Context: an optimization exercise on an open-source flow, tuned for small area and a short achievable clock period. The choices shown serve that exercise and are no tape-out recipe. The RTL of this run was laid out without a check of its function. Power and IR drop assume default switching activity.

`flow/design.v`:
```
module sce_top (
    input  wire        clk,
    input  wire        rst,             
    input  wire        req_valid,
    output wire        req_ready,
    input  wire [2:0]  req_op,
    input  wire [31:0] req_reg,
    input  wire [31:0] req_value,
    input  wire [31:0] req_width,
    input  wire [31:0] req_height,
    input  wire [31:0] req_baud,
    input  wire [31:0] req_timeout,
    output reg         rsp_valid,
    output reg  [2:0]  rsp_status,
    output reg  [7:0]  rsp_value,
    output reg  [31:0] rsp_received,
    output reg  [31:0] rsp_expected,
    input  wire        teardown,
    output reg         link_cmd_valid,
    output reg  [2:0]  link_cmd,
    output reg  [23:0] link_wdata,
    output reg  [1:0]  link_wlen,
    output reg  [31:0] link_rd_n,
    output reg  [31:0] link_baud,
    output reg  [31:0] link_timeout,
    input  wire        link_ans_valid,
    input  wire        link_ans_ok,
    input  wire        link_rx_valid,
    input  wire [7:0]  link_rx_data,
    output reg         pix_valid,
    output reg  [23:0] pix_rgb,
    output reg         pix_eol,
    output reg         pix_eof
);
    localparam [2:0] OP_OPEN      = 3'd0;
    localparam [2:0] OP_CLOSE     = 3'd1;
    localparam [2:0] OP_REG_WRITE = 3'd2;
    localparam [2:0] OP_REG_READ  = 3'd3;
    localparam [2:0] OP_CAPTURE   = 3'd4;
    localparam [2:0] LK_OPEN  = 3'd0;
    localparam [2:0] LK_CLOSE = 3'd1;
    localparam [2:0] LK_FLUSH = 3'd2;
    localparam [2:0] LK_WRITE = 3'd3;
    localparam [2:0] LK_READ  = 3'd4;
    localparam [2:0] ST_OK               = 3'd0;
    localparam [2:0] ST_CONNECTION_ERROR = 3'd1;
    localparam [2:0] ST_INVALID_ARGUMENT = 3'd2;
    localparam [2:0] ST_INCOMPLETE_FRAME = 3'd3;
    localparam [2:0] ST_IO_ERROR         = 3'd4;
    localparam [2:0] ST_RESPONSE_TIMEOUT = 3'd5;
    localparam [2:0] ST_INVALID_STATE    = 3'd6;
    localparam [2:0] ST_ABORTED          = 3'd7;
    localparam [2:0] S_IDLE    = 3'd0;
    localparam [2:0] S_OPEN_W  = 3'd1;    
    localparam [2:0] S_FLUSH_W = 3'd2;    
    localparam [2:0] S_TX_W    = 3'd3;    
    localparam [2:0] S_RESP_W  = 3'd4;    
    localparam [2:0] S_ACCUM_W = 3'd5;    
    reg [2:0]  state;
    reg        sess;
    reg        td_pending;
    reg [2:0]  cur_op;
    reg [31:0] width_r;
    reg [31:0] height_r;
    reg [23:0] txf;
    reg [1:0]  txf_len;
    reg [31:0] len;           
    reg        chunk_any;     
    reg [7:0]  rd_byte;       
    reg [7:0]  lo_byte;       
    reg [31:0] col;           
    wire [31:0] byte_size = width_r * height_r * 2;
    wire preset_ok = (req_width == 32'd176 && req_height == 32'd144) ||
                     (req_width == 32'd160 && req_height == 32'd120) ||
                     (req_width == 32'd320 && req_height == 32'd240);
    wire reg_ok    = (req_reg   <= 32'd255);
    wire value_ok  = (req_value <= 32'd255);
    wire td_seen   = td_pending | teardown;
    assign req_ready = (state == S_IDLE) && !td_pending && !teardown;
    function [7:0] scale5;
        input [4:0] x;
        reg [13:0] p;
        reg [13:0] q;
        begin
            p = x * 14'd255;
            q = p / 14'd31;
            scale5 = q[7:0];
        end
    endfunction
    function [7:0] scale6;
        input [5:0] x;
        reg [13:0] p;
        reg [13:0] q;
        begin
            p = x * 14'd255;
            q = p / 14'd63;
            scale6 = q[7:0];
        end
    endfunction
    wire [15:0] sample = {link_rx_data, lo_byte};
    wire [23:0] rgb    = {scale5(sample[15:11]), scale6(sample[10:5]), scale5(sample[4:0])};
    task issue;
        input [2:0] cmd;
        begin
            link_cmd_valid <= 1'b1;
            link_cmd       <= cmd;
        end
    endtask
    task respond;
        input [2:0] st;
        begin
            rsp_valid  <= 1'b1;
            rsp_status <= st;
        end
    endtask
    task abort_op;
        begin
            issue(LK_CLOSE);
            sess       <= 1'b0;
            td_pending <= 1'b0;
            respond(ST_ABORTED);
            state      <= S_IDLE;
        end
    endtask
    task io_error;
        begin
            issue(LK_CLOSE);
            sess  <= 1'b0;
            respond(ST_IO_ERROR);
            state <= S_IDLE;
        end
    endtask
    always @(posedge clk) begin
        link_cmd_valid <= 1'b0;
        rsp_valid      <= 1'b0;
        pix_valid      <= 1'b0;
        if (rst) begin
            state      <= S_IDLE;
            sess       <= 1'b0;
            td_pending <= 1'b0;
            len        <= 32'd0;
        end else begin
            if (teardown && state != S_IDLE)
                td_pending <= 1'b1;
            case (state)
            S_IDLE: begin
                if (td_seen) begin
                    td_pending <= 1'b0;
                    if (sess) begin
                        issue(LK_CLOSE);
                        sess <= 1'b0;
                    end
                end else if (req_valid) begin
                    cur_op <= req_op;
                    case (req_op)
                    OP_OPEN: begin
                        if (!preset_ok)
                            respond(ST_INVALID_ARGUMENT);
                        else if (sess)
                            respond(ST_INVALID_STATE);
                        else begin
                            width_r      <= req_width;
                            height_r     <= req_height;
                            link_baud    <= req_baud;
                            link_timeout <= req_timeout;
                            issue(LK_OPEN);
                            state <= S_OPEN_W;
                        end
                    end
                    OP_CLOSE: begin
                        if (sess) begin
                            issue(LK_CLOSE);
                            sess <= 1'b0;
                        end
                        respond(ST_OK);
                    end
                    OP_REG_WRITE: begin
                        if (!reg_ok || !value_ok)
                            respond(ST_INVALID_ARGUMENT);
                        else if (!sess)
                            respond(ST_INVALID_STATE);
                        else begin
                            txf     <= {8'hAA, req_reg[7:0], req_value[7:0]};
                            txf_len <= 2'd3;
                            issue(LK_FLUSH);
                            state <= S_FLUSH_W;
                        end
                    end
                    OP_REG_READ: begin
                        if (!reg_ok)
                            respond(ST_INVALID_ARGUMENT);
                        else if (!sess)
                            respond(ST_INVALID_STATE);
                        else begin
                            txf     <= {8'h00, 8'hBB, req_reg[7:0]};
                            txf_len <= 2'd2;
                            issue(LK_FLUSH);
                            state <= S_FLUSH_W;
                        end
                    end
                    OP_CAPTURE: begin
                        if (!sess)
                            respond(ST_INVALID_STATE);
                        else begin
                            txf     <= {16'h0000, 8'hCC};
                            txf_len <= 2'd1;
                            issue(LK_FLUSH);
                            state <= S_FLUSH_W;
                        end
                    end
                    default: ;   
                    endcase
                end
            end
            S_OPEN_W: begin
                if (link_ans_valid) begin
                    if (link_ans_ok) begin
                        sess <= 1'b1;
                        respond(ST_OK);
                    end else begin
                        respond(ST_CONNECTION_ERROR);
                    end
                    state <= S_IDLE;
                end
            end
            S_FLUSH_W: begin
                if (link_ans_valid) begin
                    if (td_seen)
                        abort_op;
                    else if (!link_ans_ok)
                        io_error;
                    else begin
                        link_wdata <= txf;
                        link_wlen  <= txf_len;
                        issue(LK_WRITE);
                        state <= S_TX_W;
                    end
                end
            end
            S_TX_W: begin
                if (link_ans_valid) begin
                    if (td_seen)
                        abort_op;
                    else if (!link_ans_ok)
                        io_error;
                    else if (cur_op == OP_REG_WRITE) begin
                        respond(ST_OK);
                        state <= S_IDLE;
                    end else if (cur_op == OP_REG_READ) begin
                        chunk_any <= 1'b0;
                        link_rd_n <= 32'd1;
                        issue(LK_READ);
                        state <= S_RESP_W;
                    end else begin
                        len       <= 32'd0;
                        col       <= 32'd0;
                        chunk_any <= 1'b0;
                        link_rd_n <= byte_size;
                        issue(LK_READ);
                        state <= S_ACCUM_W;
                    end
                end
            end
            S_RESP_W: begin
                if (link_rx_valid) begin
                    chunk_any <= 1'b1;
                    rd_byte   <= link_rx_data;
                end
                if (link_ans_valid) begin
                    if (td_seen)
                        abort_op;
                    else if (!link_ans_ok)
                        io_error;
                    else if (!chunk_any) begin
                        respond(ST_RESPONSE_TIMEOUT);
                        state <= S_IDLE;
                    end else begin
                        rsp_value <= rd_byte;
                        respond(ST_OK);
                        state <= S_IDLE;
                    end
                end
            end
            S_ACCUM_W: begin
                if (link_rx_valid) begin
                    chunk_any <= 1'b1;
                    len       <= len + 32'd1;
                    if (!len[0]) begin
                        lo_byte <= link_rx_data;
                    end else begin
                        pix_valid <= 1'b1;
                        pix_rgb   <= rgb;
                        pix_eol   <= (col == width_r - 32'd1);
                        pix_eof   <= (len + 32'd1 == byte_size);
                        col       <= (col == width_r - 32'd1) ? 32'd0 : col + 32'd1;
                    end
                end
                if (link_ans_valid) begin
                    if (td_seen) begin
                        len <= 32'd0;
                        abort_op;
                    end else if (!link_ans_ok) begin
                        len <= 32'd0;
                        io_error;
                    end else if (!chunk_any) begin
                        rsp_received <= len;
                        rsp_expected <= byte_size;
                        len <= 32'd0;
                        respond(ST_INCOMPLETE_FRAME);
                        state <= S_IDLE;
                    end else if (len == byte_size) begin
                        len <= 32'd0;
                        respond(ST_OK);
                        state <= S_IDLE;
                    end else begin
                        chunk_any <= 1'b0;
                        link_rd_n <= byte_size - len;
                        issue(LK_READ);
                    end
                end
            end
            default: state <= S_IDLE;
            endcase
        end
    end
endmodule
```
`flow/run.sh`:
```
#!/bin/bash
# synth_recipe.tcl (not shown) runs the flow's synth.tcl, then flattens the netlist and writes it again
# the make line also repeats each setting of config.mk as NAME=value (left out here)
make -C /OpenROAD-flow-scripts/flow DESIGN_CONFIG=/design/flow/config.mk WORK_HOME=/design/flow/orfs CLKGATE_MAP_FILE= SYNTH_SCRIPT=/design/flow/synth_recipe.tcl finish
```
`flow/config.mk`:
```
export PLATFORM = sky130hd
export DESIGN_NAME = sce_top
export DESIGN_NICKNAME = sce_top
export VERILOG_FILES = /design/flow/design.v
export SDC_FILE = /design/flow/constraint.sdc
export NUM_CORES = 4
export LEC_CHECK = 0
export CAP_MARGIN = 20
export CORE_MARGIN = 2
export CORE_UTILIZATION = 40
export PLACE_DENSITY = 0.6
export SLEW_MARGIN = 20
```
`flow/constraint.sdc`:
```
create_clock -name core_clock -period 12.0 [get_ports {clk}]
set_input_delay 2.4000 -clock core_clock [delete_from_list [all_inputs] [get_ports {clk}]]
set_output_delay 2.4000 -clock core_clock [all_outputs]
set_load 0.01 [all_outputs]
```
==> notes.md <==
==> power by group <==
group          switching (µW)  internal, µW  total [µW]
Sequential               11.9          1530        1550
Clock                     604           801        1410
Combinational            1790          1190        2980
Total                    2400          3530        5930
==> worst min path at each step <==
stage	start	to	slack, ps	cells past startpoint
3_5_place_dp	rd_byte[2]	rsp_value[2]	400	0
4_1_cts	rd_byte[4]	rsp_value[4]	410	0
6_report	rd_byte[2]	rsp_value[2]	410	0
3_3_place_gp	txf[3]	link_wdata[3]	400	0
2_1_floorplan	txf[0]	link_wdata[0]	400	0
5_1_grt	rd_byte[4]	rsp_value[4]	430	0
==> flip-flops by register name, indices dropped and copies added (netlist names), 8 cells and up <==
register      count
height_r         31
link_rd_n        32
link_baud        32
len              32
rsp_value         8
rsp_received     32
width_r          32
rd_byte           8
link_wdata       17
pix_rgb          24
col              32
txf              17
link_timeout     32
lo_byte           8
rsp_expected     31
==> cells by family after synthesis <==
logic type	after synthesis
xor gates and xnor gates	271
AOI/OAI and AO/OA	682
DFF	392
adders and majority gates	649
other	1
and+or+nand+nor	1393
buffers and inverters	763
muxes	26
==> routing by layer <==
metal	GRT usage	vias up	routed length, µm
li1	-	14900	-
met1	0.306	15600	50500
met2	0.392	1036	57000
met3	0.0496	176	8560
met4	0.0643	20	3280
met5	0	-	128
==> synthesized netlist by cell type (all sizes together) (40+ instances only) <==
master / n / area, µm²
a21oi: 117 / 601
and2: 116 / 726
clkbuf: 154 / 579
dfxtp: 40 / 801
edfxtp: 352 / 10600
fa: 418 / 8370
ha: 227 / 2840
inv: 584 / 2190
nand2: 619 / 2330
nand3: 85 / 430
nand4: 47 / 294
nor2: 196 / 738
nor3: 83 / 415
nor4: 57 / 378
o21ai: 157 / 793
xnor2: 200 / 1770
xor2: 69 / 604
==> worst reg2reg max path, delay by kind of cell, from the launching register on <==
family	cells	cell delay, ps
flops	1	1020
simple gates	6	1510
fa+ha+maj	10	4060
xor+xnor	1	200
compound gates	13	3150
buf+inv	8	710
==> area by class of cell <==
type / count / area [µm²] / share of cell area
Sequential cell: 392 / 11400 / 0.241
Tap cell: 1287 / 1610 / 0.0341
Clock inverter: 28 / 248 / 0.00525
Multi-Input combinational cell: 3026 / 25500 / 0.540
Inverter: 584 / 2190 / 0.0465
Timing Repair Buffer: 527 / 5040 / 0.107
Clock buffer: 57 / 1230 / 0.0262
==> metrics by stage <==
stage                     worst slack [ps]  total power, µW  area, µm²
after global placement                 219             4540      45700
after global routing                  81.9             6340      47200
after floorplan                       1190             3790      39700
after detailed placement               136             4510      45700
final                                  696             5930      47200
after CTS                              776             5950      47200
==> impl_metrics.xml <==
<?xml version="1.0" encoding="UTF-8"?>
<metrics>
  <group name="global_routing">
    <metric name="grt_antenna_before_repair" unit="">11</metric>
    <metric name="gr-total-overflow" unit="">0</metric>
    <metric name="wire_length_of_the_first_global_routing_pass" unit="µm">186000</metric>
    <metric name="grt_pass1_vias" unit="">31700</metric>
    <metric name="largest_net_degree_at_the_start_of_global_routing" unit="">79</metric>
    <metric name="grt_use_total" unit="">0.234</metric>
  </group>
  <group name="sta">
    <metric name="clock_skew" unit="ps">32.0</metric>
    <metric name="timing_worst_slew_pin_value" unit="ps">1090</metric>
    <metric name="totalNegativeSetupSlack" unit="ps">0</metric>
    <metric name="fmaxAchievable" unit="MHz">88.5</metric>
    <metric name="report.final.slew_viol_count" unit="">0</metric>
    <metric name="grt_setup_unrepaired" unit="">no</metric>
    <metric name="worst_slew_margin_rel" unit="">0.271</metric>
    <metric name="final_min_period_over_clock_period" unit="">0.942</metric>
    <metric name="finalSetupViolCount" unit="">0</metric>
    <metric name="final_hold_viol_count" unit="">0</metric>
    <metric name="fin_crit_period" unit="ps">11300</metric>
    <metric name="whs" unit="ps">409</metric>
  </group>
  <group name="clock_tree">
    <metric name="cts.hold.buffers_added" unit="">0</metric>
    <metric name="root_buffer_master" unit="">sky130_fd_sc_hd__clkbuf_16</metric>
    <metric name="clock_insertion_delay_worst_skew" unit="ps">620</metric>
    <metric name="postCtsResizedCells" unit="">0</metric>
    <metric name="cts_h_tree_depth" unit="">2</metric>
    <metric name="max-clock-path-buffers" unit="">3</metric>
    <metric name="post-cts-setup-buffers" unit="">0</metric>
    <metric name="cts_sinks" unit="">392</metric>
    <metric name="cts_tree" unit="">yes</metric>
    <metric name="tritoncts.num_buffers" unit="">48</metric>
    <metric name="clock_pin_slew_on_the_worst_setup_and_hold_paths" unit="ps">60</metric>
  </group>
  <group name="critical_path">
    <metric name="timing.critical_path.slowest_stage_cell" unit="">sky130_fd_sc_hd__a2111oi_4</metric>
    <metric name="timing.critical_path.fanout_max" unit="">9</metric>
    <metric name="timing.setup.critical_path_class" unit="">input pin to flip-flop</metric>
    <metric name="path_depth" unit="">32</metric>
    <metric name="cp.buffers_inverters" unit="">3</metric>
    <metric name="worstReg2RegEnd" unit="">rsp_status[1]</metric>
    <metric name="r2r_slack" unit="ps">1090</metric>
    <metric name="crit-reg2reg-launch" unit="">width_r[3]</metric>
    <metric name="ff2ff_path_depth" unit="">38</metric>
    <metric name="critPathTopFamily" unit="">compound AO/OA/AOI/OAI gates</metric>
    <metric name="worst-endpoint-required" unit="ps">12370</metric>
    <metric name="worst_ep_arrival_time" unit="ps">11670</metric>
    <metric name="setup.worst_path.end_class" unit="">flip-flop</metric>
    <metric name="critPathMostFrequentCell" unit="">sky130_fd_sc_hd__fa_1</metric>
    <metric name="critical_path.startpoint_type" unit="">input pin</metric>
    <metric name="crit_start" unit="">link_rx_data[0]</metric>
    <metric name="endpoint" unit="">pix_rgb[8]</metric>
    <metric name="worst_path_largest_cell_delay" unit="ps">650</metric>
  </group>
  <group name="cells_and_area">
    <metric name="finalNonFillerCells" unit="">5901</metric>
    <metric name="antenna_cells_inserted" unit="">0</metric>
    <metric name="finish.utilization" unit="">0.480</metric>
    <metric name="drive_gt1_frac" unit="">0.0550</metric>
    <metric name="most-common-layout-cells" unit="">sky130_fd_sc_hd__nand2_1 (617), sky130_fd_sc_hd__inv_1 (584), sky130_fd_sc_hd__clkdlybuf4s50_1 (434)</metric>
    <metric name="count_of_nets_after_finishing" unit="">5434</metric>
    <metric name="filler_cells" unit="">9314</metric>
    <metric name="layout_commonest_cell" unit="">sky130_fd_sc_hd__nand2_1</metric>
    <metric name="layout-area-overhead-vs-synth" unit="%">18.9</metric>
  </group>
  <group name="floorplanning">
    <metric name="floorplan.die_area" unit="µm²">102000</metric>
    <metric name="die_height" unit="µm">319</metric>
    <metric name="die-width" unit="µm">319</metric>
    <metric name="boundaryPins" unit="">440</metric>
    <metric name="floorplan.core_area" unit="µm²">98300</metric>
    <metric name="num_rows" unit="">115</metric>
    <metric name="initial_utilization" unit="">0.404</metric>
  </group>
  <group name="pwr">
    <metric name="power_per_cell_area" unit="nW/µm²">126</metric>
    <metric name="worst_ir_drop_vdd" unit="mV">0.213</metric>
    <metric name="total_leakage_power" unit="µW">0.0195</metric>
  </group>
  <group name="logic_synthesis">
    <metric name="synth_cell_type_count" unit="">121</metric>
    <metric name="synthesized_area_fraction_occupied_by_ao_oa_aoi_and_oai_cells" unit="">0.121</metric>
    <metric name="fraction_of_the_mapped_netlist_area_in_simple_logic_gates" unit="">0.168</metric>
    <metric name="ys.flop_type" unit="">sky130_fd_sc_hd__edfxtp_1</metric>
    <metric name="synth_xor_area_frac" unit="">0.0609</metric>
    <metric name="edff_count_synth" unit="">352</metric>
    <metric name="synth_seq_cells" unit="">392</metric>
    <metric name="syn_area_per_cell" unit="µm²">9.50</metric>
    <metric name="ys_async_sr_fraction" unit="">0</metric>
    <metric name="synthesis.area" unit="µm²">39700</metric>
    <metric name="synth_top_family_by_area" unit="">adder cells</metric>
    <metric name="yosysWarnings" unit="">1</metric>
    <metric name="synth_mux_area_frac" unit="">0.00688</metric>
    <metric name="synthAdderAreaFrac" unit="">0.284</metric>
    <metric name="synth.yosys.seq_area_share" unit="">0.287</metric>
    <metric name="syn_inst" unit="">4177</metric>
  </group>
  <group name="min_path">
    <metric name="holdCritPathClass" unit="">flip-flop to flip-flop</metric>
  </group>
  <group name="drt">
    <metric name="total_via_count_in_the_routed_design" unit="">31800</metric>
    <metric name="drt_iter0_drcs" unit="">2246</metric>
    <metric name="drc" unit="">0</metric>
    <metric name="detail_route.vias_per_cell" unit="">5.38</metric>
    <metric name="drt_wl_total" unit="µm">119000</metric>
    <metric name="ant_nets" unit="">0</metric>
    <metric name="drtPass1Iterations" unit="">6</metric>
    <metric name="post_drt_wl_per_cell" unit="µm">20.2</metric>
  </group>
  <group name="flow_run">
    <metric name="cap_violations" unit="">0</metric>
  </group>
  <group name="place">
    <metric name="gp_congestion" unit="">0.911</metric>
    <metric name="dp_hpwl" unit="µm">95600</metric>
    <metric name="place.detailed.instances" unit="">5816</metric>
    <metric name="place.port_buffers" unit="">434</metric>
  </group>
  <group name="status">
    <metric name="status" unit="">finished clean</metric>
  </group>
</metrics>

==> what the ideal ports hide <==
The results above use ideal ports. As a check the final layout listed here was re-extracted and re-timed, cells and wires unchanged.
Step 1 (the two cells are an assumption about what drives the block):
set clk [get_ports {clk}]
set_driving_cell -lib_cell sky130_fd_sc_hd__clkbuf_16 $clk
set_driving_cell -lib_cell sky130_fd_sc_hd__buf_2 [delete_from_list [all_inputs] $clk]
Step 2 moves the port delays by t, midway between the first and last clock arrival at a register: inputs arrive t later, outputs are due t later. That takes back most of the time a late clock gives input paths.
Three values: ideal ports, drivers, drivers and shift; two values: the first two.
t, ns: 0.672
setup WS [ns]: 0.696 / 0.745 / 0.073
hold WS [ns]: 0.409 / 0.409 / 0.409
latest minus earliest clock arrival (ns): 0.033 / 0.034
cell pins on the clock port's net: 1
After both steps this run still meets setup and hold. For this run, drivers alone change the setup slack by +0.049 ns; drivers and shift together by -0.623 ns.
